What follows belongs to an exercise in optimizing a design on an open flow for small area; a production flow would make more cautious choices.
Function was checked by simulation only, so behaviour that the tests miss may differ from the original.
Power and IR drop assume default switching activity. The clock port is modelled as an ideal driver; clocking choices that lean on that would not hold on a real chip.

==> flow/design.v <==
module led_index (
    input  wire [2:0] row,
    input  wire [2:0] col,
    output wire [4:0] idx
);
    localparam [319:0] TABLE = 320'h41cc941cc55b1aa5b1ae946139460f088600886441cc941cc55b1aa5b1ae946139460fadaf4adaf8;
    assign idx = TABLE[{row, col} * 5 +: 5];
endmodule
module led_glyph_rom (
    input  wire [3:0] id,
    input  wire [4:0] pix,
    output wire       on
);
    localparam [511:0] TABLE = 512'h00000000000000000000000000000288078207d70782042203020027001100c9078007f5034403ff0344015f0308009c00110072072003220628067d06280588;
    assign on = TABLE[{pix, id}];
endmodule
module led_matrix #(
    parameter integer T_GAP = 256    
) (
    input  wire        clk,
    input  wire        rst,          
    input  wire [31:0] cmd_data,
    input  wire        cmd_valid,
    output wire        cmd_ready,
    input  wire [1:0]  ra,
    output reg  [31:0] rd_data,
    output wire [7:0]  tx_data,
    output wire        tx_valid,
    input  wire        tx_ready
);
    localparam [2:0] OP_MAP   = 3'b001;
    localparam [2:0] OP_SETPX = 3'b010;
    localparam [2:0] OP_FLUSH = 3'b011;
    localparam [2:0] OP_CLEAR = 3'b100;
    localparam [2:0] OP_DRAW  = 3'b101;
    localparam [2:0] F_ILLEGAL  = 3'd1;
    localparam [2:0] F_RESERVED = 3'd2;
    localparam [2:0] F_COORD    = 3'd3;
    localparam [2:0] F_INDEX    = 3'd4;
    localparam [2:0] F_GLYPH    = 3'd5;
    localparam integer GAP_TURNS = (T_GAP - 2 + 24) / 25 + 1;    
    localparam [4:0]   GAP_LAST  = GAP_TURNS - 8;                 
    reg [599:0] ring;             
    reg [4:0]   pix;              
    reg         clr;              
    reg [31:0]  cmd_q;            
    reg         busy;             
    reg         fr;               
    reg         fault;
    reg [4:0]   last_idx;
    reg         txv;              
    reg [4:0]   ti;               
    reg         gp;               
    wire [7:0]  txd = cmd_q[28:21];   
    wire [1:0]  kc  = cmd_q[20:19];   
    wire [2:0] op    = cmd_q[31:29];
    wire [2:0] row   = cmd_q[5:3];
    wire [2:0] col   = cmd_q[2:0];
    wire [4:0] idx   = cmd_q[28:24];
    wire [3:0] glyph = cmd_q[3:0];
    reg        dec_fault;
    reg [2:0]  dec_fcode;
    always @(*) begin
        dec_fault = 1'b0;
        dec_fcode = 3'd0;
        case (op)
            OP_MAP: begin
                if (cmd_q[28:6] != 23'd0) begin
                    dec_fault = 1'b1; dec_fcode = F_RESERVED;
                end else if (row > 3'd4 || col > 3'd4) begin
                    dec_fault = 1'b1; dec_fcode = F_COORD;
                end
            end
            OP_SETPX: begin
                if (idx > 5'd24) begin
                    dec_fault = 1'b1; dec_fcode = F_INDEX;
                end
            end
            OP_FLUSH, OP_CLEAR: begin
                if (cmd_q[28:0] != 29'd0) begin
                    dec_fault = 1'b1; dec_fcode = F_RESERVED;
                end
            end
            OP_DRAW: begin
                if (cmd_q[28:4] != 25'd0) begin
                    dec_fault = 1'b1; dec_fcode = F_RESERVED;
                end else if (glyph > 4'd10) begin
                    dec_fault = 1'b1; dec_fcode = F_GLYPH;
                end
            end
            default: begin
                dec_fault = 1'b1; dec_fcode = F_ILLEGAL;
            end
        endcase
    end
    wire check     = busy && !fr;
    wire do_map    = check && !dec_fault && (op == OP_MAP);
    wire do_setpx  = check && (op == OP_SETPX);   
    wire start     = check && !dec_fault && (op == OP_FLUSH || op == OP_CLEAR || op == OP_DRAW);
    wire zero_rg   = fr && op[2];                 
    wire do_draw   = fr && op[2] && op[0];
    wire [4:0] map_idx;
    led_index u_map_index (.row(row), .col(col), .idx(map_idx));
    wire glyph_on;
    led_glyph_rom u_rom (.id(glyph), .pix(pix), .on(glyph_on));
    wire setpx_hit = do_setpx && (pix == idx);
    assign cmd_ready = !rst && !busy && !fault;
    wire   cmd_fire  = cmd_valid && cmd_ready;
    assign tx_valid = txv;
    assign tx_data  = txd;
    wire   tx_fire  = txv && tx_ready;
    wire   turn     = pix[4] && pix[3];           
    wire   in_gap   = gp && !txv;
    wire [23:0] head = ring[23:0];
    wire        keep = !setpx_hit && !zero_rg && !clr;
    wire [23:0] ins  = ({24{setpx_hit}} & cmd_q[23:0]) |
                       ({24{keep}} & head) |
                       {16'd0, {8{do_draw && glyph_on}}};
    always @(posedge clk)
        ring <= {ins, ring[599:24]};
    wire [7:0] tap_old = (kc == 2'd0) ? head[23:16] :
                         (kc == 2'd1) ? head[15:8] :
                                        head[7:0];
    wire [7:0] tap = zero_rg ? {8{do_draw && glyph_on && kc[1]}} : tap_old;
    wire load      = fr && !gp && (pix == ti) && (!txv || tx_ready);
    wire frame_end = tx_fire && gp;
    always @(posedge clk) begin
        if (!busy && !fault) begin
            cmd_q <= cmd_data;
        end else if (load) begin
            cmd_q[28:21] <= tap;
            cmd_q[20:19] <= {kc[0], !kc[1] && !kc[0]};    
        end
    end
    always @(posedge clk) begin
        if (rst) begin
            pix      <= 5'd0;
            clr      <= 1'b1;
            busy     <= 1'b0;
            fr       <= 1'b0;
            fault    <= 1'b0;
            last_idx <= 5'd0;
            txv      <= 1'b0;
            ti       <= 5'd25;
            gp       <= 1'b1;
        end else begin
            pix <= turn ? 5'd0 : pix + 5'd1;
            if (turn)
                clr <= 1'b0;
            if (cmd_fire)
                busy <= 1'b1;
            if (check && dec_fault) begin
                busy  <= 1'b0;
                fault <= 1'b1;
            end
            if (do_map) begin
                busy     <= 1'b0;
                last_idx <= map_idx;
            end
            if (setpx_hit)
                busy <= 1'b0;
            if (start)
                fr <= 1'b1;
            if (load) begin
                txv <= 1'b1;
                if (kc[1]) begin
                    ti <= ti + 5'd1;
                    if (ti[4] && ti[3])       
                        gp <= 1'b1;
                end
            end else if (tx_fire) begin
                txv <= 1'b0;
            end
            if (frame_end) begin
                busy <= 1'b0;
                fr   <= 1'b0;
            end
            if (in_gap && turn) begin
                if (!ti[4] && ti[2]) begin    
                    ti <= 5'd0;
                    gp <= 1'b0;
                end else begin
                    ti <= ti + 5'd1;
                end
            end
        end
    end
    always @(*) begin
        case (ra)
            2'd0:    rd_data = {27'd0, fault ? dec_fcode : 3'd0, fault, busy};
            2'd1:    rd_data = {27'd0, last_idx};
            2'd2:    rd_data = fault ? cmd_q : 32'd0;
            default: rd_data = 32'd0;
        endcase
    end
endmodule
==> flow/flow/run.sh <==
#!/bin/bash
# The standard layout with three changes:
#  1. after the standard synthesis, its combinational logic is re-mapped by
#     ABC with an area-oriented script (remap.tcl); every register is kept
#     as the standard synthesis made it (instance name, cell type, nets);
#  2. port buffers use the smallest buffer cell;
#  3. clock tree synthesis uses clkbuf_16 with set sink clusters and no
#     dummy loads.
# Each tool's output goes to a log file of its own in this folder.
set -euo pipefail
cd "$(dirname "$0")/.."
export BUFFER_PORTS_ARGS="-buffer_cell sky130_fd_sc_hd__buf_1"
export CTS_ARGS="-sink_clustering_enable -repair_clock_nets -dont_use_dummy_load -buf_list sky130_fd_sc_hd__clkbuf_16 -sink_clustering_size 36 -sink_clustering_max_diameter 80"

bash standard.sh synth > synth_standard.log 2>&1

RES=orfs/results/${FLOW_PLATFORM}/led_matrix/base
PDIR=${FLOW_HOME}/platforms/${FLOW_PLATFORM}
LIB=${PDIR}/lib/sky130_fd_sc_hd__tt_025C_1v80.lib
YOSYS=$(command -v yosys || echo "${FLOW_HOME}/../tools/install/yosys/bin/yosys")
mkdir -p remap
python3 flow/split_lib.py "$LIB" remap/comb.lib remap/seq.lib > remap/split_lib.log 2>&1
sed -n '/DONT_USE_CELLS/,/^$/p' "${PDIR}/config.mk" | grep -o 'sky130_fd_sc_hd__[A-Za-z0-9_]*' > remap/dont_use.txt
printf 'strash\ndc2\ndch\namap\n' > remap/area.abc
printf 'set_driving_cell sky130_fd_sc_hd__buf_1\nset_load 5\n' > remap/abc.constr
cp "$RES/1_2_yosys.v" remap/standard_synth.v
REMAP_IN=remap/standard_synth.v REMAP_OUT=remap/remapped.v \
REMAP_SEQ_LIB=remap/seq.lib REMAP_COMB_LIB=remap/comb.lib REMAP_LIB="$LIB" \
REMAP_DONT_USE="$(cat remap/dont_use.txt | tr '\n' ' ')" \
REMAP_ABC=remap/area.abc REMAP_CONSTR=remap/abc.constr \
  "$YOSYS" -c flow/remap.tcl > remap_yosys.log 2>&1
cp remap/remapped.v "$RES/1_2_yosys.v"
rm -f "$RES/1_synth.odb"

bash standard.sh > standard_flow.log 2>&1
==> flow/flow/remap.tcl <==
# Re-map the combinational logic of the standard synthesis netlist for area.
# Every register stays as the standard synthesis made it: same instance
# names, cell types and output nets. Inputs from the environment:
#   REMAP_IN, REMAP_OUT  netlists; REMAP_SEQ_LIB, REMAP_COMB_LIB  the
#   platform library split into sequential and combinational cells;
#   REMAP_LIB  the platform library; REMAP_DONT_USE  cells not to use;
#   REMAP_ABC, REMAP_CONSTR  ABC script and constraints.
yosys read_liberty -lib $::env(REMAP_SEQ_LIB)
yosys read_liberty -wb -ignore_miss_func $::env(REMAP_COMB_LIB)
yosys read_verilog -sv $::env(REMAP_IN)
yosys hierarchy -top $::env(FLOW_TOP)
yosys flatten -wb
yosys rename -hide w:*.*
yosys opt
set du {}
foreach c $::env(REMAP_DONT_USE) { lappend du -dont_use $c }
yosys abc -script $::env(REMAP_ABC) -liberty $::env(REMAP_LIB) {*}$du -constr $::env(REMAP_CONSTR) -D 10000
yosys opt_clean
yosys hilomap -singleton -hicell sky130_fd_sc_hd__conb_1 HI -locell sky130_fd_sc_hd__conb_1 LO
yosys insbuf -buf sky130_fd_sc_hd__buf_1 A X
yosys opt_clean
yosys tee -o $::env(REMAP_OUT).stat stat -liberty $::env(REMAP_LIB)
yosys select -module $::env(FLOW_TOP)
yosys write_verilog -noattr -nohex -nodec -selected $::env(REMAP_OUT)
==> flow/flow/split_lib.py <==
import re,sys
src=open(sys.argv[1]).read()
# find top-level cell blocks
out_comb=[];out_seq=[]
i=0; n=len(src)
cells=[]
for m in re.finditer(r'\n(\s*)cell\s*\(\s*"?([\w]+)"?\s*\)\s*\{',src):
    cells.append((m.start(),m.end(),m.group(2)))
# brace match each
blocks=[]
for st,en,name in cells:
    depth=1;j=en
    while depth:
        c=src[j]
        if c=='{':depth+=1
        elif c=='}':depth-=1
        j+=1
    blocks.append((st,j,name))
header=src[:blocks[0][0]]
tail=src[blocks[-1][1]:]
comb=[];seq=[]
for st,en,name in blocks:
    b=src[st:en]
    if re.search(r'\b(ff|latch|statetable)\s*\(',b) or 'clock_gate' in b: seq.append(b)
    else: comb.append(b)
open(sys.argv[2],'w').write(header+''.join(comb)+tail)
open(sys.argv[3],'w').write(header+''.join(seq)+tail)
print(len(comb),len(seq))
==> flow/standard.sh <==
#!/bin/bash
# synth_recipe.tcl (not shown) runs the flow's synth.tcl, then flattens the netlist and writes it again
# the make line also repeats each setting of config.mk as NAME=value (left out here)
make -C /OpenROAD-flow-scripts/flow DESIGN_CONFIG=/design/flow/config.mk WORK_HOME=/design/flow/orfs CLKGATE_MAP_FILE= SYNTH_SCRIPT=/design/flow/synth_recipe.tcl "${@:-finish}"
==> flow/config.mk <==
export PLATFORM = sky130hd
export DESIGN_NAME = led_matrix
export DESIGN_NICKNAME = led_matrix
export VERILOG_FILES = /design/flow/design.v
export SDC_FILE = /design/flow/constraint.sdc
export NUM_CORES = 4
export LEC_CHECK = 0
export CAP_MARGIN = 20
export CORE_MARGIN = 2
export CORE_UTILIZATION = 65
export SLEW_MARGIN = 20
==> flow/constraint.sdc <==
create_clock -name core_clock -period 10.0 [get_ports {clk}]
set_input_delay 2.0000 -clock core_clock [delete_from_list [all_inputs] [get_ports {clk}]]
set_output_delay 2.0000 -clock core_clock [all_outputs]
set_load 0.01 [all_outputs]
==> results.yml, run 1 <==
layout:
  drive_gt1_share_pct: 2.44
  instances_no_fill: 1466
  multiInputGateArea_um2: 1660
  antennaDiodeCount: 0
  regArea_um2: 13400
  area_growth_pct: 8.13
  fillers: 1587
  final_nets: 1187
worst_setup_path:
  critPathMaxFanout: 29
  cp.required_ps: 8000
  path_buf_inv: 2
  slowest_delay_ps: 430
  crit_slowest_cell: "nand2_2"
  setup.worst_path.start: "ra[0]"
  crit_chain: "buf_1 > nor2b_1 > nand2_2 > o221ai_1 > buf_1"
  cp_common_cell: "buf_1"
  worst_ep_arrival_time_ps: 3320
  cp-start-kind: "primary input"
  r2r-start: "cmd_q[3]"
  worstSetupEndpointType: "output pin"
  path_class: "primary input to output pin"
  cp_top_family: "simple AND/OR/NAND/NOR gates"
grt:
  busiest_layer: "met1"
  grt_max_degree: 37
  antenna_found_initial: 0
  grt_util_all_layers_pct: 19.3
  grt_pass1_vias: 6705
  use_met1_pct: 29.6
  grt_pass1_wl_mm: 36.5
  grt_use_met2_pct: 29.2
  globalRoute.totalOverflow: 0
  use_met3_pct: 2.82
placed_design:
  dpl.cell_count: 1444
  hpwlAfterDp_mm: 15.6
  place_congestion: 0.858
  place.port_buffers: 79
yosys:
  yosysWarnings: 1
  synth_area_um2: 15400
  syn_nets: 1089
  synth.avg_cell_area_um2: 14.6
  syn_inst: 1051
hold_path:
  min_path_type: "flop to flop"
  hp-start: "ring[576]"
sta:
  slew_headroom_pct: 50.0
  worst_slew_pin_slew_ps: 743
  finalSetupTns_ps: 0
  fin_crit_ps: 5320
  rsz0062_at_grt: "false"
  hold_viol: 0
  finalCritPeriodShare_pct: 53.2
  skew_ps: 29.1
  slew_viol_final: 0
  max_freq_mhz: 188
  setup_violations: 0
clocking:
  clockBufferDepth: 3
  post_cts_buffers: 0
  path_clk_slew_ps: 110
  root_buffer: "clkbuf_16"
  cts_resized: 0
  cts_buffers: 22
  cts_tree: "yes"
  clkLatencyLatePin_ps: 540
  htree_levels: 1
  hold_buffers: 0
  clock_sinks: 653
floorplanning:
  die_y_um: 158
  die_w_um: 158
  start_util_pct: 65.9
  rows: 56
  dieArea_um2: 24900
  core_um2: 23300
  io_pins: 80
flow_run:
  max-cap-violations: 0
pwr:
  irDropWorstVdd_v: 0.000177
  power_density_nw_per_um2: 238
  fin_total_pwr_mw: 3.95
  p_leak_nw: 6.26
route:
  viasPerCell: 4.91
  drtIter0Drc: 490
  wl_mm: 24.0
  vias: 7195
  drc: 0
  avgRoutedWirePerCell_um: 16.3
  first_pass_iters: 5
  postRouteAntennaNets: 0
status:
  outcome: "no timing/DRC/antenna violations"
-- cells in the final DEF (no fill, tap or decap), types with 16 or more instances in the layout --
cell	count
clkinv_1	83
nand2_1	33
o21ai_0	23
o221ai_1	22
dfxtp_1	621
edfxtp_1	32
o22ai_1	22
nor2_1	100
buf_1	79
clkbuf_16	22
nor3_1	16
-- worst register-to-register path: cells and delay by family, from the launching register on --
| family | cells | cell delay, ps |
|---|---|---|
| AOI/OAI and AO/OA | 3 | 890 |
| DFF | 1 | 520 |
| and+or+nand+nor | 4 | 1760 |
| buffers and inverters | 2 | 680 |
-- report_power, final --
part | internal, mW | total (mW) | switching, mW | leakage (nW)
Clock | 0.401 | 1.07 | 0.668 | 0.271
Sequential | 2.66 | 2.70 | 0.0371 | 5.33
Combinational | 0.0541 | 0.186 | 0.132 | 0.657
Total | 3.12 | 3.95 | 0.837 | 6.26
-- per-layer routing --
metal / vias to the layer above / part of all wire, % / wire length [µm]
li1: 3631 / - / -
met1: 3389 / 51 / 12300
met2: 142 / 42 / 10100
met3: 33 / 4.4 / 1050
met4: 0 / 2.2 / 529
met5: - / 0 / 0
-- metrics by stage --
step / area, µm² / worst slack [ps] / hold WS [ps] / util [%]
after floorplan: 15400 / 5020 / 310 / -
after global placement: 16100 / 4420 / 310 / 68.9
after detailed placement: 16100 / 4300 / 312 / 68.9
after CTS: 16600 / 4290 / 298 / 71.3
after global routing: 16600 / 4530 / 302 / 71.3
final: 16600 / 4680 / 300 / 71.3
-- state kept, by name (all words and copies together) (netlist names) --
| name | cells |
|---|---|
| clr | 1 |
| ti | 5 |
| busy | 1 |
| cmd_q | 32 |
| txv | 1 |
| last_idx | 5 |
| fr | 1 |
| pix | 5 |
| ring | 600 |
| fault | 1 |
| gp | 1 |
-- path summary, 6_finish.rpt --
| kind | to | slack [ps] | cells after the start |
|---|---|---|---|
| setup / recovery | rd_data[4] | 4680 | 5 |
| setup reg to reg | cmd_q[26] | 6040 | 9 |
| hold reg to reg | ring[552] | 300 | 0 |
| hold / removal | ring[552] | 300 | 0 |
-- cell type report --
cell class / instances / area share, %
Inverter: 83 / 1.87
Multi-Input combinational cell: 307 / 9.95
Timing Repair Buffer: 82 / 1.92
Tap cell: 319 / 2.40
Sequential cell: 653 / 80.5
Clock buffer: 22 / 3.31
==> inputs of run 2 (changes only) <==
--- a/flow/flow/run.sh
+++ b/flow/flow/run.sh
@@ -4,13 +4,13 @@
 #     ABC with an area-oriented script (remap.tcl); every register is kept
 #     as the standard synthesis made it (instance name, cell type, nets);
 #  2. port buffers use the smallest buffer cell;
-#  3. clock tree synthesis uses clkbuf_16 with set sink clusters and no
+#  3. clock tree synthesis uses clkbuf_8 with set sink clusters and no
 #     dummy loads.
 # Each tool's output goes to a log file of its own in this folder.
 set -euo pipefail
 cd "$(dirname "$0")/.."
 export BUFFER_PORTS_ARGS="-buffer_cell sky130_fd_sc_hd__buf_1"
-export CTS_ARGS="-sink_clustering_enable -repair_clock_nets -dont_use_dummy_load -buf_list sky130_fd_sc_hd__clkbuf_16 -sink_clustering_size 36 -sink_clustering_max_diameter 80"
+export CTS_ARGS="-sink_clustering_enable -repair_clock_nets -dont_use_dummy_load -buf_list sky130_fd_sc_hd__clkbuf_8 -sink_clustering_size 20 -sink_clustering_max_diameter 50"
 
 bash standard.sh synth > synth_standard.log 2>&1
 
==> results.yml, run 2 <==
layout:
  largest_reg_flops: 600
  largest-register: "ring"
  final_nets: 1206
  fillers: 1586
  area_growth_pct: 8.22
  antennaDiodeCount: 0
  drive_gt1_share_pct: 4.03
  design_area_um2: 16600
  final_common_cell: "dfxtp_1"
  reg_top3: "ring x600, cmd_q x32"
  multiInputGateArea_um2: 1660
  final_util_pct: 71.3
  most-common-layout-cells: "621 x dfxtp_1, 100 x nor2_1, 83 x clkinv_1"
  regArea_um2: 13400
sta:
  worst_slew_pin_slew_ps: 766
  skew_ps: 105
  rsz0062_at_grt: "false"
  hold_viol: 0
  finalCritPeriodShare_pct: 53.3
  max_freq_mhz: 188
  slew_headroom_pct: 48.5
  finalSetupTns_ps: 0
  setup_violations: 0
  slew_viol_final: 0
  fin_crit_ps: 5330
  fin_ws_ps: 4670
status:
  outcome: "no timing/DRC/antenna violations"
placed_design:
  place_ws_ps: 4300
  hpwlAfterDp_mm: 15.6
  place_congestion: 0.858
  dpl_cell_area_um2: 16100
  place.port_buffers: 79
worst_setup_path:
  rr_endpoint: "cmd_q[24]"
  reg2reg_depth: 9
  r2r-start: "cmd_q[3]"
  path_buf_inv: 2
  path_class: "primary input to output pin"
  slowest_delay_ps: 430
  cp_common_cell: "buf_1"
  r2r_slack_ps: 6050
  cp-start-kind: "primary input"
  setup.worst_path.start: "ra[0]"
  worstSetupEndpointType: "output pin"
  worst_ep_arrival_time_ps: 3330
  crit_slowest_cell: "nand2_2"
  cp.required_ps: 8000
  critPathMaxFanout: 29
  cp_top_family: "simple AND/OR/NAND/NOR gates"
  crit_chain: "buf_1 > nor2b_1 > nand2_2 > o221ai_1 > buf_1"
grt:
  grt_util_all_layers_pct: 19.7
  grt_pass1_wl_mm: 36.7
  antenna_found_initial: 0
  globalRoute.totalOverflow: 0
  grt_pass1_vias: 6838
  grt_max_degree: 30
clocking:
  path_clk_slew_ps: 110
  clockBufferDepth: 3
  clkLatencyLatePin_ps: 580
  hold_buffers: 0
  post_cts_buffers: 0
  cts_tree: "yes"
  htree_levels: 2
  cts_resized: 0
  cts_buffers: 41
  clock_sinks: 653
  root_buffer: "clkbuf_8"
pwr:
  clkPwrFrac_pct: 26.8
  switching_share_pct: 21.6
  fin_total_pwr_mw: 3.94
  irDropWorstVdd_v: 0.000170
  p_comb_share_pct: 4.7
  p_leak_nw: 6.28
  p_int_mw: 3.09
  p_sw_mw: 0.852
  seq_power_share_pct: 68.5
  power_density_nw_per_um2: 237
route:
  first_pass_iters: 5
  postRouteAntennaNets: 0
  drc: 0
  drtIter0Drc: 483
  viasPerCell: 4.94
  vias: 7329
  wl_mm: 24.1
  avgRoutedWirePerCell_um: 16.2
hold_path:
  min_path_type: "flop to flop"
  hp-start: "ring[576]"
  hold_end: "ring[552]"
  min_path_cells: 0
yosys:
  syn_inst: 1051
  syn_nets: 1089
  synth_area_um2: 15400
  synth.avg_cell_area_um2: 14.6
  yosysWarnings: 1
floorplanning:
  die_w_um: 158
  io_pins: 80
  start_util_pct: 65.9
  rows: 56
  dieArea_um2: 24900
  die_y_um: 158
  core_um2: 23300
flow_run:
  max-cap-violations: 0
==> run 2: changes by cell type in the layout (fill, tap and decap cells not counted), sizes merged <==
cell	change
clkbuf	+19
==> run 2: worst max-delay path by stage <==
stage | end | slack, ps | depth (start not counted)
global placement | rd_data[3] | 4420 | 5
detailed placement | rd_data[4] | 4300 | 5
finish | rd_data[4] | 4670 | 5
CTS | rd_data[4] | 4290 | 5
global route | rd_data[4] | 4530 | 5
floorplan | rd_data[3] | 5020 | 3
==> run 2: power groups by stage <==
stage                     Combinational (mW)  Sequential, mW  Clock, mW
after CTS                              0.185            2.70       1.09
after floorplan                        0.121            2.74          0
final                                  0.185            2.70       1.05
after detailed placement               0.184            2.76          0
after global routing                   0.206            2.70       1.18
after global placement                 0.185            2.76          0
==> run 2: through the flow <==
step / hold slack [ps] / std cells
floorplan: 310 / 1051
global placement: 310 / 1444
detailed placement: 312 / 1444
CTS: 251 / 1485
global route: 259 / 1485
finish: 262 / 1485
==> run 2: routing by layer <==
layer	track usage (%)	vias to the layer above	routed length, µm
met4	6.75	0	643
li1	-	3670	-
met5	0	-	0
met1	29.0	3440	12100
met3	4.43	47	1310
met2	29.0	172	10000
==> run 2: final cells by class <==
| class | count | share of cell area, % |
|---|---|---|
| sequential | 653 | 80.5 |
| multi-input combinational | 307 | 9.95 |
| clock buffer | 41 | 3.39 |
| tap | 319 | 2.40 |
| timing repair buffer | 82 | 1.92 |
| inverter | 83 | 1.87 |
==> run 2: worst reg2reg max path: cells and delay by family (launching register included) <==
kind / cells / cell delay, ps
buffers and inverters: 2 / 680
AO/OA/AOI/OAI: 3 / 880
flip-flops: 1 / 520
AND/OR/NAND/NOR: 4 / 1750
==> inputs of run 3 (changes only) <==
--- a/flow/design.v
+++ b/flow/design.v
@@ -39,7 +39,7 @@
     localparam [2:0] F_INDEX    = 3'd4;
     localparam [2:0] F_GLYPH    = 3'd5;
     localparam integer GAP_TURNS = (T_GAP - 2 + 24) / 25 + 1;    
-    localparam [4:0]   GAP_LAST  = GAP_TURNS - 8;                 
+    localparam [4:0]   GAP_INIT  = GAP_TURNS - 1;
     reg [599:0] ring;             
     reg [4:0]   pix;              
     reg         clr;              
@@ -49,7 +49,7 @@
     reg         fault;
     reg [4:0]   last_idx;
     reg         txv;              
-    reg [4:0]   ti;               
+    reg [4:0]   d;                
     reg         gp;               
     wire [7:0]  txd = cmd_q[28:21];   
     wire [1:0]  kc  = cmd_q[20:19];   
@@ -118,11 +118,10 @@
                        {16'd0, {8{do_draw && glyph_on}}};
     always @(posedge clk)
         ring <= {ins, ring[599:24]};
-    wire [7:0] tap_old = (kc == 2'd0) ? head[23:16] :
-                         (kc == 2'd1) ? head[15:8] :
-                                        head[7:0];
-    wire [7:0] tap = zero_rg ? {8{do_draw && glyph_on && kc[1]}} : tap_old;
-    wire load      = fr && !gp && (pix == ti) && (!txv || tx_ready);
+    wire [7:0] tap = kc[1] ? ins[7:0] :
+                     ({8{keep}} & (kc[0] ? head[15:8] : head[23:16]));
+    wire d0        = (d == 5'd0);
+    wire load      = fr && !gp && d0 && (!txv || tx_ready);
     wire frame_end = tx_fire && gp;
     always @(posedge clk) begin
         if (!busy && !fault) begin
@@ -141,7 +140,7 @@
             fault    <= 1'b0;
             last_idx <= 5'd0;
             txv      <= 1'b0;
-            ti       <= 5'd25;
+            d        <= GAP_INIT;
             gp       <= 1'b1;
         end else begin
             pix <= turn ? 5'd0 : pix + 5'd1;
@@ -161,12 +160,13 @@
                 busy <= 1'b0;
             if (start)
                 fr <= 1'b1;
+            if (!gp && !(load && kc[1]))
+                d <= d0 ? 5'd24 : d - 5'd1;
             if (load) begin
                 txv <= 1'b1;
-                if (kc[1]) begin
-                    ti <= ti + 5'd1;
-                    if (ti[4] && ti[3])       
-                        gp <= 1'b1;
+                if (kc[1] && turn) begin      
+                    gp <= 1'b1;
+                    d  <= GAP_INIT;
                 end
             end else if (tx_fire) begin
                 txv <= 1'b0;
@@ -176,12 +176,10 @@
                 fr   <= 1'b0;
             end
             if (in_gap && turn) begin
-                if (!ti[4] && ti[2]) begin    
-                    ti <= 5'd0;
+                if (d0)
                     gp <= 1'b0;
-                end else begin
-                    ti <= ti + 5'd1;
-                end
+                else
+                    d <= d - 5'd1;
             end
         end
     end
--- a/flow/flow/remap.tcl
+++ b/flow/flow/remap.tcl
@@ -17,7 +17,6 @@
 yosys abc -script $::env(REMAP_ABC) -liberty $::env(REMAP_LIB) {*}$du -constr $::env(REMAP_CONSTR) -D 10000
 yosys opt_clean
 yosys hilomap -singleton -hicell sky130_fd_sc_hd__conb_1 HI -locell sky130_fd_sc_hd__conb_1 LO
-yosys insbuf -buf sky130_fd_sc_hd__buf_1 A X
 yosys opt_clean
 yosys tee -o $::env(REMAP_OUT).stat stat -liberty $::env(REMAP_LIB)
 yosys select -module $::env(FLOW_TOP)
==> results.yml, run 3 <==
grt:
  globalRoute.totalOverflow: 0
  grt_util_all_layers_pct: 20.6
  antenna_found_initial: 1
  grt_max_degree: 35
  grt_pass1_vias: 7021
  grt_pass1_wl_mm: 38.4
worst_setup_path:
  critPathMaxFanout: 29
  path_class: "primary input to output pin"
  worstSetupEndpointType: "output pin"
  cp-start-kind: "primary input"
  cp.required_ps: 8000
  worst_ep_arrival_time_ps: 3240
hold_path:
  min_path_type: "flop to flop"
placed_design:
  dpl_cell_area_um2: 16000
  dpl.cell_count: 1436
  place.port_buffers: 79
  hpwlAfterDp_mm: 16.6
  place_congestion: 0.882
  place_ws_ps: 4750
route:
  vias: 7248
  postRouteAntennaNets: 0
  viasPerCell: 4.90
  drtIter0Drc: 450
  wl_mm: 25.3
  avgRoutedWirePerCell_um: 17.1
  drc: 0
  first_pass_iters: 5
sta:
  skew_ps: 78.0
  setup_violations: 0
  hold_viol: 0
  fin_ws_ps: 4760
  max_freq_mhz: 191
  holdWs_ps: 279
  slew_viol_final: 0
  finalCritPeriodShare_pct: 52.4
  slew_headroom_pct: 26.0
  worst_slew_pin_slew_ps: 1110
  fin_crit_ps: 5240
  rsz0062_at_grt: "false"
  finalSetupTns_ps: 0
layout:
  drive_gt1_share_pct: 4.14
  largest-register: "ring"
  reg_top3: "ring x600, cmd_q x32"
  final_common_cell: "dfxtp_1"
  most-common-layout-cells: "621 x dfxtp_1, 110 x nor2_1, 86 x clkinv_1"
  largest_reg_flops: 600
  final_nets: 1199
  area_growth_pct: 8.65
  instances_no_fill: 1479
  design_area_um2: 16600
status:
  outcome: "no timing/DRC/antenna violations"
floorplanning:
  start_util_pct: 65.7
  dieArea_um2: 24700
  rows: 56
  die_w_um: 157
  core_um2: 23300
  io_pins: 80
  die_y_um: 157
clocking:
  root_buffer: "clkbuf_8"
  clkLatencyLatePin_ps: 560
  cts_tree: "yes"
  hold_buffers: 0
  clock_sinks: 653
  htree_levels: 2
  post_cts_buffers: 0
  cts_buffers: 42
  cts_resized: 0
  clockBufferDepth: 3
  path_clk_slew_ps: 90
pwr:
  irDropWorstVdd_v: 0.000202
  p_leak_nw: 6.30
  power_density_nw_per_um2: 236
yosys:
  syn_inst: 1033
  syn_nets: 1071
  synth.avg_cell_area_um2: 14.8
  yosysWarnings: 1
  synth_area_um2: 15300
flow_run:
  max-cap-violations: 0
[run 3: critical path, cell delays in order]
cell and delay, ps:
buf_1 210, nor2_1 110, nand2_1 80, buf_4 380, o21ai_0 140, o21ai_0 80
o21ai_0 90, buf_1 130
[run 3: final cells by class]
type                       instances  area [µm²]
clock buffer                      42         578
tap                              319         399
timing repair buffer              84         334
multi-input combinational        294        1570
antenna                            1        2.50
inverter                          86         323
sequential                       653       13400
fill                            1579        6670
[run 3: path summary, 6_finish.rpt]
kind	from	endpoint	slack, ps	cells past startpoint
worst min-delay path	ring[247]	ring[223]	280	0
worst max register to register	pix[0]	cmd_q[28]	6140	9
worst max-delay path	ra[0]	rd_data[3]	4760	8
worst min register to register	ring[247]	ring[223]	280	0
[run 3: stage by stage]
step	power, mW	utilization, %
2_1_floorplan	2.83	-
3_3_place_gp	2.91	68.9
3_5_place_dp	2.90	68.9
4_1_cts	3.95	71.3
5_1_grt	4.06	71.3
6_report	3.92	71.3
[run 3: report_power, final]
| part | internal [mW] | leakage (nW) | switching, mW |
|---|---|---|---|
| Clock | 0.380 | 0.302 | 0.693 |
| Combinational | 0.0414 | 0.663 | 0.109 |
| Sequential | 2.66 | 5.33 | 0.0375 |
| Total | 3.08 | 6.30 | 0.840 |
[run 3: routing by layer]
| metal | global-route usage (%) | share of wire (%) | wire length, µm |
|---|---|---|---|
| met1 | 29.5 | 48 | 12300 |
| met2 | 32.4 | 45 | 11400 |
| met3 | 3.99 | 4.7 | 1190 |
| met4 | 5.67 | 1.9 | 470 |
| met5 | 0 | 0 | 0 |
==> inputs of run 4 (changes only) <==
--- a/flow/flow/remap.tcl
+++ b/flow/flow/remap.tcl
@@ -17,6 +17,7 @@
 yosys abc -script $::env(REMAP_ABC) -liberty $::env(REMAP_LIB) {*}$du -constr $::env(REMAP_CONSTR) -D 10000
 yosys opt_clean
 yosys hilomap -singleton -hicell sky130_fd_sc_hd__conb_1 HI -locell sky130_fd_sc_hd__conb_1 LO
+yosys insbuf -buf sky130_fd_sc_hd__buf_1 A X
 yosys opt_clean
 yosys tee -o $::env(REMAP_OUT).stat stat -liberty $::env(REMAP_LIB)
 yosys select -module $::env(FLOW_TOP)
==> results.yml, run 4 <==
status:
  outcome: "no timing/DRC/antenna violations"
hold_path:
  hold_end: "ring[193]"
  min_path_type: "flop to flop"
  min_path_cells: 0
  hp-start: "ring[217]"
clocking:
  path_clk_slew_ps: 100
  clkLatencyLatePin_ps: 590
  clock_sinks: 653
  htree_levels: 2
  clockBufferDepth: 3
  cts_tree: "yes"
  post_cts_buffers: 0
  root_buffer: "clkbuf_8"
  cts_buffers: 42
  hold_buffers: 0
  cts_resized: 0
layout:
  largest-register: "ring"
  fillers: 1569
  area_growth_pct: 8.42
  most-common-layout-cells: "621 x dfxtp_1, 110 x nor2_1, 86 x clkinv_1"
  antennaDiodeCount: 0
  final_common_cell: "dfxtp_1"
  final_nets: 1199
  drive_gt1_share_pct: 4.14
  final_util_pct: 71.3
  reg_top3: "ring x600, cmd_q x32"
  largest_reg_flops: 600
worst_setup_path:
  rr_endpoint: "cmd_q[24]"
  crit_chain: "buf_1 > nor2_1 > nand2_1 > buf_4 > o21ai_0 > o21ai_0 > o21ai_0 > buf_1"
  r2r_slack_ps: 6010
  slowest_delay_ps: 250
  setup.worst_path.start: "ra[0]"
  worstSetupEndpointType: "output pin"
  worst_ep_arrival_time_ps: 3280
  critPathMaxFanout: 29
  reg2reg_depth: 13
  cp.required_ps: 8000
  r2r-start: "cmd_q[0]"
  crit_slowest_cell: "buf_4"
  cp-start-kind: "primary input"
  path_class: "primary input to output pin"
  cp_common_cell: "o21ai_0"
sta:
  setup_violations: 0
  fin_crit_ps: 5280
  worst_slew_pin_slew_ps: 1090
  slew_headroom_pct: 26.5
  rsz0062_at_grt: "false"
  max_freq_mhz: 189
  skew_ps: 114
  hold_viol: 0
  finalSetupTns_ps: 0
  finalCritPeriodShare_pct: 52.8
  slew_viol_final: 0
yosys:
  synth_area_um2: 15300
  synth.avg_cell_area_um2: 14.7
  yosysWarnings: 1
  syn_nets: 1079
  syn_inst: 1041
route:
  avgRoutedWirePerCell_um: 17.3
  drtIter0Drc: 337
  drc: 0
  postRouteAntennaNets: 0
  first_pass_iters: 5
  viasPerCell: 4.93
  wl_mm: 25.5
  vias: 7284
floorplanning:
  rows: 56
  die_w_um: 157
  die_y_um: 157
  io_pins: 80
  start_util_pct: 65.8
  core_um2: 23300
  dieArea_um2: 24800
grt:
  grt_max_degree: 34
  globalRoute.totalOverflow: 0
  grt_util_all_layers_pct: 21.0
  antenna_found_initial: 0
  grt_pass1_wl_mm: 38.9
  grt_pass1_vias: 7177
pwr:
  p_leak_nw: 6.29
  irDropWorstVdd_v: 0.000180
  power_density_nw_per_um2: 236
placed_design:
  place_congestion: 0.856
  hpwlAfterDp_mm: 16.7
  place.port_buffers: 79
flow_run:
  max-cap-violations: 0
==> run 4: changes by cell type in the layout (fill, tap and decap cells not counted), sizes merged <==
cell	before	now
diode	1	0
==> run 4: worst max path at each step <==
stage,endpoint,slack [ps],cells after the start
global placement,rd_data[3],4840,8
floorplan,rd_data[3],4980,5
finish,rd_data[3],4720,8
global route,rd_data[3],4620,8
detailed placement,rd_data[3],4730,8
CTS,rd_data[3],4720,8
==> run 4: worst max-delay path, delay by kind of cell <==
kind / cells / cell delay [ps]
AOI/OAI and AO/OA: 3 / 420
buffers and inverters: 3 / 560
and+or+nand+nor: 2 / 300
==> run 4: layout make-up <==
cell class                      instances  area (µm²)  area share (%)
Tap cell                              319         399            2.41
Timing Repair Buffer                   84         334            2.01
Multi-Input combinational cell        294        1570            9.45
Clock buffer                           42         578            3.48
Sequential cell                       653       13400            80.7
Inverter                               86         323            1.95
==> run 4: per-layer routing <==
metal	share of wire [%]	GRT usage, %
met1	47	29.3
met2	45	33.2
met3	4.6	4.13
met4	3.0	7.40
met5	0	0
==> run 4: power by group <==
group	internal [mW]	leakage (nW)	switching [mW]	total (mW)
Clock	0.380	0.302	0.691	1.07
Combinational	0.0411	0.662	0.110	0.151
Sequential	2.66	5.33	0.0363	2.70
Total	3.08	6.29	0.838	3.92
==> run 4: through the flow <==
stage	hold WS [ps]	cells	area [µm²]	power [mW]	setup WS, ps
after global routing	302	1478	16600	4.06	4620
after floorplan	310	1041	15300	2.83	4980
final	296	1478	16600	3.92	4720
after detailed placement	312	1436	16000	2.90	4730
after global placement	310	1436	16000	2.91	4840
after CTS	303	1478	16600	3.95	4720
==> inputs of run 5 (changes only) <==
--- a/flow/flow/run.sh
+++ b/flow/flow/run.sh
@@ -10,7 +10,7 @@
 set -euo pipefail
 cd "$(dirname "$0")/.."
 export BUFFER_PORTS_ARGS="-buffer_cell sky130_fd_sc_hd__buf_1"
-export CTS_ARGS="-sink_clustering_enable -repair_clock_nets -dont_use_dummy_load -buf_list sky130_fd_sc_hd__clkbuf_8 -sink_clustering_size 20 -sink_clustering_max_diameter 50"
+export CTS_ARGS="-sink_clustering_enable -repair_clock_nets -dont_use_dummy_load -buf_list sky130_fd_sc_hd__clkbuf_8 -sink_clustering_size 21 -sink_clustering_max_diameter 35"
 
 bash standard.sh synth > synth_standard.log 2>&1
 
==> results.yml, run 5 <==
grt:
  grt_util_all_layers_pct: 20.9
  globalRoute.totalOverflow: 0
  grt_max_degree: 34
  grt_pass1_wl_mm: 38.8
  grt_pass1_vias: 7230
  antenna_found_initial: 0
worst_setup_path:
  setup.worst_path.start: "ra[0]"
  cp-start-kind: "primary input"
  worst_ep_arrival_time_ps: 3280
  critPathMaxFanout: 29
  slowest_delay_ps: 250
  r2r-start: "cmd_q[0]"
  crit_slowest_cell: "buf_4"
  r2r_slack_ps: 6000
  cp.required_ps: 8000
  path_class: "primary input to output pin"
  crit_chain: "buf_1 > nor2_1 > nand2_1 > buf_4 > o21ai_0 > o21ai_0 > o21ai_0 > buf_1"
  reg2reg_depth: 13
  cp_common_cell: "o21ai_0"
  worstSetupEndpointType: "output pin"
clocking:
  cts_tree: "yes"
  clockBufferDepth: 3
  cts_resized: 0
  path_clk_slew_ps: 70
  htree_levels: 2
  root_buffer: "clkbuf_8"
  clkLatencyLatePin_ps: 620
  post_cts_buffers: 0
  hold_buffers: 0
  cts_buffers: 56
  clock_sinks: 653
yosys:
  synth.avg_cell_area_um2: 14.7
  syn_nets: 1079
  syn_inst: 1041
  yosysWarnings: 1
  synth_area_um2: 15300
layout:
  fillers: 1560
  regArea_um2: 13400
  largest_reg_flops: 600
  design_area_um2: 16800
  final_nets: 1213
  final_common_cell: "dfxtp_1"
  multiInputGateArea_um2: 1570
  area_growth_pct: 9.68
  drive_gt1_share_pct: 5.29
  reg_top3: "ring x600, cmd_q x32"
  largest-register: "ring"
  antennaDiodeCount: 0
  most-common-layout-cells: "621 x dfxtp_1, 110 x nor2_1, 86 x clkinv_1"
pwr:
  switching_share_pct: 21.2
  p_comb_share_pct: 3.7
  p_sw_mw: 0.861
  seq_power_share_pct: 66.4
  p_leak_nw: 6.40
  power_density_nw_per_um2: 242
  irDropWorstVdd_v: 0.000185
  fin_total_pwr_mw: 4.06
  clkPwrFrac_pct: 29.9
  p_int_mw: 3.20
floorplanning:
  rows: 56
  core_um2: 23300
  dieArea_um2: 24800
  start_util_pct: 65.8
  io_pins: 80
  die_w_um: 157
  die_y_um: 157
sta:
  worst_slew_pin_slew_ps: 1100
  finalSetupTns_ps: 0
  slew_viol_final: 0
  slew_headroom_pct: 26.5
  skew_ps: 119
  hold_viol: 0
  max_freq_mhz: 190
  fin_crit_ps: 5280
  fin_ws_ps: 4720
  finalCritPeriodShare_pct: 52.8
  rsz0062_at_grt: "false"
  setup_violations: 0
status:
  outcome: "no timing/DRC/antenna violations"
route:
  postRouteAntennaNets: 0
  wl_mm: 25.3
  drtIter0Drc: 388
  viasPerCell: 4.90
  vias: 7316
  drc: 0
  avgRoutedWirePerCell_um: 17.0
  first_pass_iters: 5
placed_design:
  dpl_cell_area_um2: 16000
  place_congestion: 0.856
  place.port_buffers: 79
  place_ws_ps: 4730
  hpwlAfterDp_mm: 16.7
hold_path:
  min_path_type: "flop to flop"
  min_path_cells: 0
  hp-start: "ring[316]"
flow_run:
  max-cap-violations: 0
## run 5: metrics by stage
stage | cells | util, % | hold WS (ps)
2_1_floorplan | 1041 | - | 310
3_3_place_gp | 1436 | 68.9 | 310
3_5_place_dp | 1436 | 68.9 | 312
4_1_cts | 1492 | 72.2 | 258
5_1_grt | 1492 | 72.2 | 271
6_report | 1492 | 72.2 | 256
## run 5: power by group through the flow
| stage | registers [mW] | clock network (mW) | logic, mW |
|---|---|---|---|
| finish | 2.70 | 1.21 | 0.150 |
| global placement | 2.76 | 0 | 0.153 |
| detailed placement | 2.75 | 0 | 0.150 |
| global route | 2.70 | 1.34 | 0.165 |
| floorplan | 2.74 | 0 | 0.0937 |
| CTS | 2.70 | 1.25 | 0.151 |
## run 5: final timing paths
check / end
setup / recovery: rd_data[3]
hold reg to reg: ring[292]
hold / removal: ring[292]
setup reg to reg: cmd_q[24]
## run 5: layout make-up
type                    count  area share (%)
clock buffers              56            4.59
well taps                 319            2.38
multi-input cells         294            9.34
repair buffers             84            1.99
inverters                  86            1.92
flip-flops and latches    653            79.8
## run 5: worst max-delay path: cells and delay by family
kind / cells / cell delay, ps
buffers and inverters: 3 / 560
AOI/OAI and AO/OA: 3 / 410
and+or+nand+nor: 2 / 300
## run 5: layer usage
metal / vias to the layer above / GRT usage [%] / share of wire (%)
li1: 3661 / - / -
met1: 3422 / 29.2 / 47
met3: 53 / 4.02 / 4.5
met4: 0 / 7.75 / 2.4
met2: 180 / 32.9 / 46
met5: - / 0 / 0
==> inputs of run 6 (changes only) <==
--- a/flow/flow/run.sh
+++ b/flow/flow/run.sh
@@ -10,7 +10,7 @@
 set -euo pipefail
 cd "$(dirname "$0")/.."
 export BUFFER_PORTS_ARGS="-buffer_cell sky130_fd_sc_hd__buf_1"
-export CTS_ARGS="-sink_clustering_enable -repair_clock_nets -dont_use_dummy_load -buf_list sky130_fd_sc_hd__clkbuf_8 -sink_clustering_size 21 -sink_clustering_max_diameter 35"
+export CTS_ARGS="-sink_clustering_enable -repair_clock_nets -dont_use_dummy_load -buf_list sky130_fd_sc_hd__clkbuf_16 -sink_clustering_size 36 -sink_clustering_max_diameter 120"
 
 bash standard.sh synth > synth_standard.log 2>&1
 
==> results.yml, run 6 <==
layout:
  most-common-layout-cells: "621 x dfxtp_1, 110 x nor2_1, 86 x clkinv_1"
  multiInputGateArea_um2: 1570
  largest_reg_flops: 600
  final_util_pct: 71.2
  fillers: 1547
  final_common_cell: "dfxtp_1"
  final_nets: 1179
  drive_gt1_share_pct: 2.46
  largest-register: "ring"
  antennaDiodeCount: 0
  reg_top3: "ring x600, cmd_q x32"
  regArea_um2: 13400
  area_growth_pct: 8.24
worst_setup_path:
  worstSetupEndpointType: "output pin"
  path_class: "primary input to output pin"
  cp-start-kind: "primary input"
  worst_ep_arrival_time_ps: 3280
  cp_common_cell: "o21ai_0"
  crit_slowest_cell: "buf_4"
  cp_top_family: "buffers and inverters"
  path_buf_inv: 3
  slowest_delay_ps: 250
  critPathMaxFanout: 29
  cp.required_ps: 8000
  crit_chain: "buf_1 > nor2_1 > nand2_1 > buf_4 > o21ai_0 > o21ai_0 > o21ai_0 > buf_1"
sta:
  worst_slew_pin_slew_ps: 1140
  finalCritPeriodShare_pct: 52.8
  skew_ps: 67.5
  finalSetupTns_ps: 0
  slew_viol_final: 0
  rsz0062_at_grt: "false"
  slew_headroom_pct: 23.3
  setup_violations: 0
  hold_viol: 0
  max_freq_mhz: 189
  fin_crit_ps: 5280
floorplanning:
  die_y_um: 157
  dieArea_um2: 24800
  io_pins: 80
  die_w_um: 157
  rows: 56
  start_util_pct: 65.8
  core_um2: 23300
route:
  postRouteAntennaNets: 0
  vias: 7210
  wl_mm: 26.4
  viasPerCell: 4.95
  first_pass_iters: 5
  drtIter0Drc: 401
  drc: 0
  avgRoutedWirePerCell_um: 18.1
placed_design:
  place_congestion: 0.856
  hpwlAfterDp_mm: 16.7
  place.port_buffers: 79
pwr:
  p_sw_mw: 0.832
  power_density_nw_per_um2: 238
  switching_share_pct: 21.2
  irDropWorstVdd_v: 0.000186
  clkPwrFrac_pct: 27.6
  seq_power_share_pct: 68.5
  p_leak_nw: 6.26
  p_int_mw: 3.10
  p_comb_share_pct: 3.9
grt:
  use_met3_pct: 2.95
  use_met1_pct: 30.3
  globalRoute.totalOverflow: 0
  grt_pass1_wl_mm: 39.7
  grt_pass1_vias: 7125
  grt_max_degree: 37
  busiest_layer: "met2"
  grt_use_met2_pct: 35.2
  grt_util_all_layers_pct: 21.4
  antenna_found_initial: 0
yosys:
  synth_area_um2: 15300
  synth.avg_cell_area_um2: 14.7
  yosysWarnings: 1
  syn_nets: 1079
  syn_inst: 1041
status:
  outcome: "no timing/DRC/antenna violations"
flow_run:
  max-cap-violations: 0
clocking:
  root_buffer: "clkbuf_16"
  htree_levels: 1
  clkLatencyLatePin_ps: 570
  clockBufferDepth: 3
  hold_buffers: 0
  cts_buffers: 22
  post_cts_buffers: 0
  cts_tree: "yes"
  path_clk_slew_ps: 120
  clock_sinks: 653
  cts_resized: 0
hold_path:
  min_path_type: "flop to flop"
==> run 6: worst register-to-register path: stages (launching register included) <==
cell	delay [ps]
edfxtp_1	630
clkinv_1	330
nor2_1	490
nor3_1	210
clkinv_1	90
nor2_1	60
nor2_1	100
nor2_1	50
a2111oi_0	290
nor3_1	120
o31ai_1	550
buf_4	260
o221ai_1	170
a221o_1	410
==> run 6: per-stage QoR <==
stage / cells / cell area, µm² / setup WS [ps] / hold slack, ps / power [mW]
2_1_floorplan: 1041 / 15300 / 4980 / 310 / 2.83
3_3_place_gp: 1436 / 16000 / 4840 / 310 / 2.91
3_5_place_dp: 1436 / 16000 / 4730 / 312 / 2.90
4_1_cts: 1458 / 16600 / 4720 / 276 / 3.95
5_1_grt: 1458 / 16600 / 4620 / 276 / 4.05
6_report: 1458 / 16600 / 4720 / 266 / 3.93
==> run 6: routing by layer <==
layer,vias to the layer above,wire length (µm)
met1,3400,12400
met5,-,0
met3,45,1070
met2,178,12200
met4,0,635
li1,3587,-
==> run 6: power by group through the flow <==
stage               sequential, mW  combinational, mW  clock, mW
floorplan                     2.74             0.0937          0
global placement              2.76              0.153          0
detailed placement            2.75              0.150          0
CTS                           2.70              0.152       1.11
global route                  2.70              0.166       1.19
finish                        2.70              0.152       1.09
==> run 6: layout make-up <==
cell class              instances  area share [%]
well taps                     319            2.41
clock buffers                  22            3.32
repair buffers                 84            2.02
inverters                      86            1.95
flip-flops and latches        653            80.8
multi-input cells             294            9.46
==> run 6: path summary, 6_finish.rpt <==
check	end	cells past startpoint	slack [ps]	start
hold reg to reg	ring[215]	0	270	ring[239]
setup reg to reg	cmd_q[24]	13	6020	cmd_q[0]
hold / removal	ring[215]	0	270	ring[239]
setup / recovery	rd_data[3]	8	4720	ra[0]
==> inputs of run 7 (changes only) <==
--- a/flow/flow/run.sh
+++ b/flow/flow/run.sh
@@ -10,7 +10,7 @@
 set -euo pipefail
 cd "$(dirname "$0")/.."
 export BUFFER_PORTS_ARGS="-buffer_cell sky130_fd_sc_hd__buf_1"
-export CTS_ARGS="-sink_clustering_enable -repair_clock_nets -dont_use_dummy_load -buf_list sky130_fd_sc_hd__clkbuf_16 -sink_clustering_size 36 -sink_clustering_max_diameter 120"
+export CTS_ARGS="-sink_clustering_enable -repair_clock_nets -dont_use_dummy_load -buf_list sky130_fd_sc_hd__clkbuf_8 -sink_clustering_size 20 -sink_clustering_max_diameter 80"
 
 bash standard.sh synth > synth_standard.log 2>&1
 
--- a/flow/config.mk
+++ b/flow/config.mk
@@ -5,7 +5,7 @@
 export SDC_FILE = /design/flow/constraint.sdc
 export NUM_CORES = 4
 export LEC_CHECK = 0
-export CAP_MARGIN = 20
+export CAP_MARGIN = 0
 export CORE_MARGIN = 2
 export CORE_UTILIZATION = 65
-export SLEW_MARGIN = 20
+export SLEW_MARGIN = 0
==> results.yml, run 7 <==
status:
  outcome: "no timing/DRC/antenna violations"
placed_design:
  place_congestion: 0.856
  place_ws_ps: 4730
  dpl.cell_count: 1436
  place.port_buffers: 79
  hpwlAfterDp_mm: 16.7
route:
  drc: 0
  viasPerCell: 4.94
  postRouteAntennaNets: 0
  routed.top_layer: "met4"
  wl_met3_mm: 1.18
  drtIter0Drc: 403
  drt-met1-wl_mm: 11.9
  route.met2.wl_mm: 11.5
  avgRoutedWirePerCell_um: 17.1
  vias: 7286
  first_pass_iters: 5
  wl_mm: 25.3
layout:
  drive_gt1_share_pct: 3.89
  largest_reg_flops: 600
  final_common_cell: "dfxtp_1"
  antennaDiodeCount: 0
  reg_top3: "ring x600, cmd_q x32"
  area_growth_pct: 8.15
  instances_no_fill: 1475
  largest-register: "ring"
  most-common-layout-cells: "621 x dfxtp_1, 110 x nor2_1, 86 x clkinv_1"
  fillers: 1575
  final_nets: 1196
sta:
  skew_ps: 64.2
  slew_viol_final: 0
  finalSetupTns_ps: 0
  rsz0062_at_grt: "false"
  hold_viol: 0
  fin_ws_ps: 4720
  setup_violations: 0
  max_freq_mhz: 189
  worst_slew_pin_slew_ps: 1140
  slew_headroom_pct: 23.6
  fin_crit_ps: 5280
  finalCritPeriodShare_pct: 52.8
worst_setup_path:
  worstSetupEndpointType: "output pin"
  worst_ep_arrival_time_ps: 3280
  path_class: "primary input to output pin"
  critPathMaxFanout: 29
  reg2reg_depth: 13
  cp.required_ps: 8000
  cp-start-kind: "primary input"
grt:
  grt_max_degree: 34
  antenna_found_initial: 0
  globalRoute.totalOverflow: 0
  grt_util_all_layers_pct: 20.8
  grt_pass1_vias: 7130
  grt_pass1_wl_mm: 38.5
yosys:
  syn_nets: 1079
  synth_area_um2: 15300
  syn_inst: 1041
  yosysWarnings: 1
  synth.avg_cell_area_um2: 14.7
clocking:
  cts_resized: 0
  cts_tree: "yes"
  root_buffer: "clkbuf_8"
  clkLatencyLatePin_ps: 560
  cts_buffers: 39
  htree_levels: 2
  path_clk_slew_ps: 100
  post_cts_buffers: 0
  clock_sinks: 653
  clockBufferDepth: 3
  hold_buffers: 0
pwr:
  fin_total_pwr_mw: 3.89
  p_leak_nw: 6.27
  irDropWorstVdd_v: 0.000193
  power_density_nw_per_um2: 235
floorplanning:
  start_util_pct: 65.8
  dieArea_um2: 24800
  rows: 56
  die_y_um: 157
  io_pins: 80
  die_w_um: 157
  core_um2: 23300
hold_path:
  min_path_type: "flop to flop"
  min_path_cells: 0
flow_run:
  max-cap-violations: 0
-- run 7: through the flow --
step	hold WS, ps	area, µm²	util [%]
2_1_floorplan	310	15300	-
3_3_place_gp	310	16000	68.9
3_5_place_dp	312	16000	68.9
4_1_cts	254	16600	71.2
5_1_grt	255	16600	71.2
6_report	250	16600	71.2
-- run 7: final cells by class --
| cell class | instances | area, µm² | area share, % |
|---|---|---|---|
| multi-input cells | 294 | 1570 | 9.47 |
| flip-flops and latches | 653 | 13400 | 80.9 |
| clock buffers | 39 | 537 | 3.24 |
| well taps | 319 | 399 | 2.41 |
| repair buffers | 84 | 334 | 2.02 |
| inverters | 86 | 323 | 1.95 |
-- run 7: power by group --
group	leakage, nW	switching, mW	internal [mW]
Combinational	0.662	0.110	0.0411
Clock	0.280	0.688	0.354
Sequential	5.33	0.0362	2.66
Total	6.27	0.834	3.05
-- run 7: worst paths after layout --
kind | to | slack, ps | startpoint
setup / recovery | rd_data[3] | 4720 | ra[0]
hold / removal | ring[215] | 250 | ring[239]
setup reg to reg | cmd_q[22] | 6030 | cmd_q[0]
hold reg to reg | ring[215] | 250 | ring[239]
-- run 7: routing by layer --
metal	GRT usage, %	up-vias
met5	0	-
met4	7.36	0
met3	3.88	60
met2	32.8	190
met1	29.1	3425
li1	-	3611
-- run 7: worst max-delay path: stages --
cell,delay (ps)
buf_1,140
nor2_1,210
nand2_1,90
buf_4,250
o21ai_0,220
o21ai_0,110
o21ai_0,80
buf_1,170
==> inputs of run 8 (changes only) <==
--- a/flow/config.mk
+++ b/flow/config.mk
@@ -5,7 +5,8 @@
 export SDC_FILE = /design/flow/constraint.sdc
 export NUM_CORES = 4
 export LEC_CHECK = 0
-export CAP_MARGIN = 0
+export CAP_MARGIN = 20
 export CORE_MARGIN = 2
 export CORE_UTILIZATION = 65
-export SLEW_MARGIN = 0
+export GPL_TIMING_DRIVEN = 0
+export SLEW_MARGIN = 20
==> results.yml, run 8 <==
status:
  outcome: "no timing/DRC/antenna violations"
clocking:
  post_cts_buffers: 0
  clock_sinks: 653
  cts_buffers: 39
  htree_levels: 2
  cts_tree: "yes"
  cts_resized: 0
  hold_buffers: 0
  clockBufferDepth: 3
  clkLatencyLatePin_ps: 580
  path_clk_slew_ps: 100
  root_buffer: "clkbuf_8"
grt:
  grt_max_degree: 30
  grt_util_all_layers_pct: 20.7
  grt_pass1_wl_mm: 38.2
  grt_pass1_vias: 6997
  globalRoute.totalOverflow: 0
  antenna_found_initial: 0
layout:
  drive_gt1_share_pct: 4.04
  final_nets: 1203
  reg_top3: "ring x600, cmd_q x32"
  antennaDiodeCount: 0
  largest_reg_flops: 600
  design_area_um2: 16600
  final_util_pct: 71.4
  area_growth_pct: 8.49
  most-common-layout-cells: "621 x dfxtp_1, 110 x nor2_1, 87 x buf_1"
  largest-register: "ring"
  instances_no_fill: 1482
  final_common_cell: "dfxtp_1"
floorplanning:
  die_w_um: 157
  core_um2: 23300
  start_util_pct: 65.8
  die_y_um: 157
  dieArea_um2: 24800
  io_pins: 80
  rows: 56
worst_setup_path:
  cp_common_cell: "o21ai_0"
  crit_chain: "buf_1 > nor2_1 > nand2_2 > o21ai_0 > o21ai_0 > o21ai_0 > buf_1"
  slowest_delay_ps: 450
  rr_endpoint: "cmd_q[21]"
  r2r-start: "cmd_q[0]"
  reg2reg_depth: 11
  critPathMaxFanout: 29
  crit_slowest_cell: "nand2_2"
  setup.worst_path.start: "ra[0]"
  cp-start-kind: "primary input"
  worst_ep_arrival_time_ps: 3580
  r2r_slack_ps: 5770
  cp.required_ps: 8000
  worstSetupEndpointType: "output pin"
  path_class: "primary input to output pin"
  cp-endpoint: "rd_data[3]"
yosys:
  synth_area_um2: 15300
  syn_inst: 1041
  synth.avg_cell_area_um2: 14.7
  yosysWarnings: 1
  syn_nets: 1079
pwr:
  irDropWorstVdd_v: 0.000221
  p_int_mw: 3.06
  p_comb_share_pct: 3.9
  switching_share_pct: 21.4
  seq_power_share_pct: 69.3
  power_density_nw_per_um2: 234
  p_leak_nw: 6.29
  p_sw_mw: 0.833
  clkPwrFrac_pct: 26.8
placed_design:
  hpwlAfterDp_mm: 16.9
  dpl_cell_area_um2: 16100
  dpl.cell_count: 1443
  place_ws_ps: 4440
  place.port_buffers: 79
  place_congestion: 0.859
route:
  avgRoutedWirePerCell_um: 16.9
  first_pass_iters: 5
  viasPerCell: 4.97
  wl_mm: 25.0
  drc: 0
  drtIter0Drc: 426
  vias: 7359
  postRouteAntennaNets: 0
sta:
  fin_ws_ps: 4420
  finalSetupTns_ps: 0
  hold_viol: 0
  setup_violations: 0
  skew_ps: 59.3
  finalCritPeriodShare_pct: 55.8
  max_freq_mhz: 179
  slew_viol_final: 0
  fin_crit_ps: 5580
  worst_slew_pin_slew_ps: 767
  slew_headroom_pct: 48.6
  rsz0062_at_grt: "false"
flow_run:
  max-cap-violations: 0
hold_path:
  min_path_type: "flop to flop"
-- run 8: layout make-up --
class                           count  area, µm²
Clock buffer                       39        537
Inverter                           86        323
Timing Repair Buffer               83        347
Multi-Input combinational cell    294       1580
Fill cell                        1626       6660
Buffer                              8       30.0
Tap cell                          319        399
Sequential cell                   653      13400
-- run 8: per-stage QoR --
| step | hold WS [ps] | total power [mW] |
|---|---|---|
| after floorplan | 310 | 2.83 |
| after global placement | 309 | 2.91 |
| after detailed placement | 312 | 2.91 |
| after CTS | 251 | 3.93 |
| after global routing | 250 | 4.04 |
| final | 253 | 3.89 |
-- run 8: per-layer routing --
metal	GRT usage, %	vias up	wire length (µm)
li1	-	3637	-
met1	30.1	3477	12000
met2	32.1	190	11100
met3	3.50	55	1160
met4	6.93	0	699
met5	0	-	0
-- run 8: worst min-delay path by stage --
stage	startpoint	end	slack (ps)	depth (start not counted)
6_report	ring[527]	ring[503]	250	0
5_1_grt	ring[443]	ring[419]	250	0
4_1_cts	ring[527]	ring[503]	250	0
3_5_place_dp	ring[133]	ring[109]	310	0
3_3_place_gp	ring[93]	ring[69]	310	0
2_1_floorplan	ring[24]	ring[0]	310	0
-- run 8: power by group through the flow --
stage	Sequential [mW]	Clock [mW]	Combinational, mW
2_1_floorplan	2.74	0	0.0937
3_3_place_gp	2.76	0	0.150
3_5_place_dp	2.76	0	0.153
4_1_cts	2.70	1.08	0.154
5_1_grt	2.70	1.17	0.170
6_report	2.70	1.04	0.154
-- run 8: critical path, delay by kind of cell --
kind,cells,cell delay [ps]
AO/OA/AOI/OAI,3,550
buffers and inverters,2,310
AND/OR/NAND/NOR,2,700
==> inputs of run 9 (changes only) <==
--- a/flow/config.mk
+++ b/flow/config.mk
@@ -8,5 +8,4 @@
 export CAP_MARGIN = 20
 export CORE_MARGIN = 2
 export CORE_UTILIZATION = 65
-export GPL_TIMING_DRIVEN = 0
 export SLEW_MARGIN = 20
==> results.yml, run 9 <==
layout:
  reg_top3: "ring x600, cmd_q x32"
  area_growth_pct: 8.15
  largest-register: "ring"
  antennaDiodeCount: 0
  drive_gt1_share_pct: 3.89
  most-common-layout-cells: "621 x dfxtp_1, 110 x nor2_1, 86 x clkinv_1"
  instances_no_fill: 1475
  multiInputGateArea_um2: 1570
  regArea_um2: 13400
  final_common_cell: "dfxtp_1"
  largest_reg_flops: 600
  fillers: 1575
  final_nets: 1196
clocking:
  root_buffer: "clkbuf_8"
  path_clk_slew_ps: 100
  cts_buffers: 39
  cts_tree: "yes"
  clockBufferDepth: 3
  clock_sinks: 653
  hold_buffers: 0
  htree_levels: 2
  clkLatencyLatePin_ps: 560
  post_cts_buffers: 0
  cts_resized: 0
placed_design:
  place_congestion: 0.856
  dpl.cell_count: 1436
  hpwlAfterDp_mm: 16.7
  place.port_buffers: 79
route:
  drtIter0Drc: 403
  drc: 0
  wl_mm: 25.3
  postRouteAntennaNets: 0
  first_pass_iters: 5
  avgRoutedWirePerCell_um: 17.1
  vias: 7286
  viasPerCell: 4.94
floorplanning:
  die_w_um: 157
  die_y_um: 157
  start_util_pct: 65.8
  core_um2: 23300
  dieArea_um2: 24800
  io_pins: 80
  rows: 56
pwr:
  power_density_nw_per_um2: 235
  p_leak_nw: 6.27
  irDropWorstVdd_v: 0.000193
worst_setup_path:
  crit_chain: "buf_1 > nor2_1 > nand2_1 > buf_4 > o21ai_0 > o21ai_0 > o21ai_0 > buf_1"
  cp_common_cell: "o21ai_0"
  path_class: "primary input to output pin"
  cp-start-kind: "primary input"
  crit_slowest_cell: "buf_4"
  cp.required_ps: 8000
  worstSetupEndpointType: "output pin"
  worst_ep_arrival_time_ps: 3280
  slowest_delay_ps: 250
  critPathMaxFanout: 29
  reg2reg_depth: 13
hold_path:
  min_path_type: "flop to flop"
  min_path_cells: 0
grt:
  grt_util_all_layers_pct: 20.8
  globalRoute.totalOverflow: 0
  grt_max_degree: 34
  grt_pass1_vias: 7130
  grt_pass1_wl_mm: 38.5
  antenna_found_initial: 0
sta:
  slew_viol_final: 0
  slew_headroom_pct: 23.6
  setup_violations: 0
  finalSetupTns_ps: 0
  finalCritPeriodShare_pct: 52.8
  worst_slew_pin_slew_ps: 1140
  max_freq_mhz: 189
  hold_viol: 0
  rsz0062_at_grt: "false"
  fin_crit_ps: 5280
  skew_ps: 64.2
flow_run:
  max-cap-violations: 0
yosys:
  synth_area_um2: 15300
  syn_nets: 1079
  yosysWarnings: 1
  syn_inst: 1041
  synth.avg_cell_area_um2: 14.7
status:
  outcome: "no timing/DRC/antenna violations"
[run 9: cell types whose count changed in the layout (fill, tap and decap cells not counted)]
cell / delta
buf_1: -8
buf_12: -1
buf_4: +4
buf_6: -2
nand2_1: +1
nand2_2: -1
o31ai_1: +1
o31ai_2: -1
or3_1: +1
or3_2: -1
[run 9: stage by stage]
step                setup WS [ps]  power [mW]  hold slack, ps  utilization (%)  cell area [µm²]
global placement             4840        2.91             310             68.9            16000
detailed placement           4730        2.90             312             68.9            16000
global route                 4620        4.02             255             71.2            16600
floorplan                    4980        2.83             310                -            15300
finish                       4720        3.89             250             71.2            16600
CTS                          4720        3.92             254             71.2            16600
[run 9: layout make-up]
type | count | area share (%)
sequential | 653 | 80.9
multi-input combinational | 294 | 9.47
clock buffer | 39 | 3.24
tap | 319 | 2.41
timing repair buffer | 84 | 2.02
inverter | 86 | 1.95
[run 9: final timing paths]
kind | from | endpoint | slack (ps)
worst min register to register | ring[239] | ring[215] | 250
worst max register to register | cmd_q[0] | cmd_q[22] | 6030
worst min-delay path | ring[239] | ring[215] | 250
worst max-delay path | ra[0] | rd_data[3] | 4720
[run 9: report_power, final]
| part | internal (mW) | switching, mW |
|---|---|---|
| combinational | 0.0411 | 0.110 |
| clock | 0.354 | 0.688 |
| sequential | 2.66 | 0.0362 |
[run 9: critical path, delay by kind of cell]
kind                   cells  cell delay [ps]
AO/OA/AOI/OAI              3              410
buffers and inverters      3              560
AND/OR/NAND/NOR            2              300
[run 9: routing by layer]
metal / routed length (µm) / GRT usage [%] / vias up
met3: 1180 / 3.88 / 60
li1: - / - / 3611
met2: 11500 / 32.8 / 190
met4: 679 / 7.36 / 0
met5: 0 / 0 / -
met1: 11900 / 29.1 / 3425

## what the ideal ports hide
No port has a modelled driver above. Below, the same layouts with a new extraction and two added sets of constraints. Step 1 assumes that a clkbuf_16 drives the clock port and a buf_2 every other input. Step 2 also shifts input and output timing later by t, the mid clock arrival at the registers, as if the neighbouring blocks saw the same clock. Slacks: ideal / step 1 / step 2; pairs: ideal / step 1.
run	t, ns	setup slack, ns	worst data-port slew with drivers (ns)
run 1	0.574	4.676 / 4.656 / 4.656	0.06
run 2	0.578	4.668 / 4.648 / 4.648	0.06
run 3	0.571	4.762 / 4.738 / 4.738	0.08
run 4	0.578	4.716 / 4.695 / 4.695	0.05
run 5	0.604	4.724 / 4.703 / 4.703	0.05
run 6	0.589	4.722 / 4.702 / 4.702	0.05
run 7	0.576	4.718 / 4.697 / 4.697	0.05
run 8	0.589	4.424 / 4.397 / 4.397	0.04
run 9	0.576	4.718 / 4.697 / 4.697	0.05
After both steps every run listed still meets setup and hold. For run 8, which loses most, drivers alone change the setup slack by -0.027 ns; drivers and shift together by -0.027 ns.
